What follows belongs to an exercise in optimizing a design on an open flow for small area, a short achievable clock period and few clock cycles per item; a production flow would make more cautious choices. Function was checked by simulation only, so behaviour that the tests miss may differ from the original. Power and IR drop assume default switching activity.

// nmea_core
module nmea_core (
    input  wire       clk,
    input  wire       rst,
    input  wire       in_valid,
    output reg        in_ready,
    input  wire [9:0] in_beat,
    output reg        out_valid,
    input  wire       out_ready,
    output reg  [9:0] out_beat
);
==> flow/config.mk <==
export PLATFORM = sky130hd
export DESIGN_NAME = nmea_core
export DESIGN_NICKNAME = nmea_core
export VERILOG_FILES = /design/flow/design.v
export SDC_FILE = /design/flow/constraint.sdc
export NUM_CORES = 4
export LEC_CHECK = 0
export ABC_AREA = 1
export CAP_MARGIN = 20
export CORE_MARGIN = 2
export CORE_UTILIZATION = 40
export CTS_BUF_LIST = sky130_fd_sc_hd__clkbuf_8 sky130_fd_sc_hd__clkbuf_16
export CTS_CLUSTER_DIAMETER = 80
export CTS_CLUSTER_SIZE = 30
export PLACE_DENSITY = 0.6
export SETUP_SLACK_MARGIN = 5.0
export SLEW_MARGIN = 20
==> flow/constraint.sdc <==
create_clock -name core_clock -period 8.0 [get_ports {clk}]
set_input_delay 1.6000 -clock core_clock [delete_from_list [all_inputs] [get_ports {clk}]]
set_output_delay 1.6000 -clock core_clock [all_outputs]
set_load 0.01 [all_outputs]
run.sh (not shown) runs the stock make flow with config.mk's settings and CLKGATE_MAP_FILE= SYNTH_SCRIPT=/design/flow/synth_recipe.tcl, a recipe that flattens the netlist after the stock synthesis.
The first run finished with timing, DRC and antenna clean.
Testbench counts at the start, summed over its fixed seeds: cycles 146,334, bytes 145,071.
Edit:
--- a/flow/config.mk
+++ b/flow/config.mk
@@ -10,5 +10,5 @@
 export CORE_MARGIN = 2
 export CORE_UTILIZATION = 40
-export CTS_BUF_LIST = sky130_fd_sc_hd__clkbuf_8 sky130_fd_sc_hd__clkbuf_16
+export CTS_BUF_LIST = sky130_fd_sc_hd__clkbuf_16
 export CTS_CLUSTER_DIAMETER = 80
 export CTS_CLUSTER_SIZE = 30
Outcome: Worst setup slack does not change. Count of clock-buffer cells in the layout stays the same. Total power is unchanged. Global-route usage is unchanged. Cell area stays the same. Area after synthesis does not change. Maximum frequency does not change. Routed wire length does not change. Flip-flop and latch count is unchanged. Utilization stays the same. Final cell count does not change.
Edit:
--- a/flow/config.mk
+++ b/flow/config.mk
@@ -9,9 +9,9 @@
 export CAP_MARGIN = 20
 export CORE_MARGIN = 2
-export CORE_UTILIZATION = 40
+export CORE_UTILIZATION = 50
 export CTS_BUF_LIST = sky130_fd_sc_hd__clkbuf_16
 export CTS_CLUSTER_DIAMETER = 80
 export CTS_CLUSTER_SIZE = 30
-export PLACE_DENSITY = 0.6
+export PLACE_DENSITY = 0.7
 export SETUP_SLACK_MARGIN = 5.0
 export SLEW_MARGIN = 20
After rerunning:
- The new run completed without violations
- via count came out higher by about 1%
- utilization came out higher by 11 points
- setup slack gets worse by 0.019 ns
- count of clock-buffer cells in the layout does not change
- sequential power is about the same
- die area decreases by 20%

========
delta:
Starting RTL as in the previous note.
==> flow/config.mk <==
export PLATFORM = sky130hd
export DESIGN_NAME = nmea_core
export DESIGN_NICKNAME = nmea_core
export VERILOG_FILES = /design/flow/design.v
export SDC_FILE = /design/flow/constraint.sdc
export NUM_CORES = 4
export LEC_CHECK = 0
export ABC_AREA = 1
export CAP_MARGIN = 20
export CORE_MARGIN = 2
export CORE_UTILIZATION = 40
export CTS_BUF_LIST = sky130_fd_sc_hd__clkbuf_16
export CTS_CLUSTER_DIAMETER = 80
export CTS_CLUSTER_SIZE = 30
export GPL_TIMING_DRIVEN = 0
export PLACE_DENSITY = 0.6
export SETUP_SLACK_MARGIN = 5.0
export SLEW_MARGIN = 20
==> flow/constraint.sdc <==
create_clock -name core_clock -period 8.0 [get_ports {clk}]
set_input_delay 1.6000 -clock core_clock [delete_from_list [all_inputs] [get_ports {clk}]]
set_output_delay 1.6000 -clock core_clock [all_outputs]
set_load 0.01 [all_outputs]
delta completed; timing, DRC and antenna clean
Testbench counts of delta, summed over its fixed seeds: cycles 146,334, bytes 145,071.
Modified inputs, epsilon compared to delta
- removing GPL_TIMING_DRIVEN (formerly 0)
- changing SLEW_MARGIN from 20 to 5
- changing CAP_MARGIN from 20 to 5
Findings:
Result: PASS for each of delta and epsilon. Re number of library cell types mapped by synthesis: no difference whatsoever between delta and epsilon. Going from delta to epsilon, detailed-route wire length per cell shrank slightly. epsilon ended with less global-route wire length before repair than delta. In epsilon the combinational cell fraction of total power turned out 1.4 points lower than in delta. There was hardly any difference in share of cell area taken by multi-input logic gates between delta and epsilon.

## separate check: timing with driven ports
No port has a modelled driver above. Below, the same layouts with a new extraction and two added sets of constraints.
Step 1: set_driving_cell puts a clkbuf_16 on clk and a buf_2 on each other input, an assumption about the parent block.
Step 2 adds t to the input delays and takes it off the output delays; t is the mean of the earliest and latest rising clock arrival at the registers after step 1. Input paths then give back, and output paths get back, about the clock's delay inside the block.
Slacks: ideal / step 1 / step 2; pairs: ideal / step 1.
| run | shift t [ns] | setup WS [ns] | pins driven straight from the clock port |
|---|---|---|---|
| the first run of note 1 | 0.732 | 5.067 / 5.006 / 4.371 | 1 |
| the second run of note 1 | 0.732 | 5.067 / 5.006 / 4.371 | 1 |
| the third run of note 1 | 0.714 | 5.048 / 4.991 / 4.362 | 1 |
| delta | 0.730 | 4.916 / 4.940 / 4.222 | 1 |
| epsilon | 0.730 | 5.060 / 5.006 / 4.365 | 1 |
After both steps every run listed still meets setup and hold.
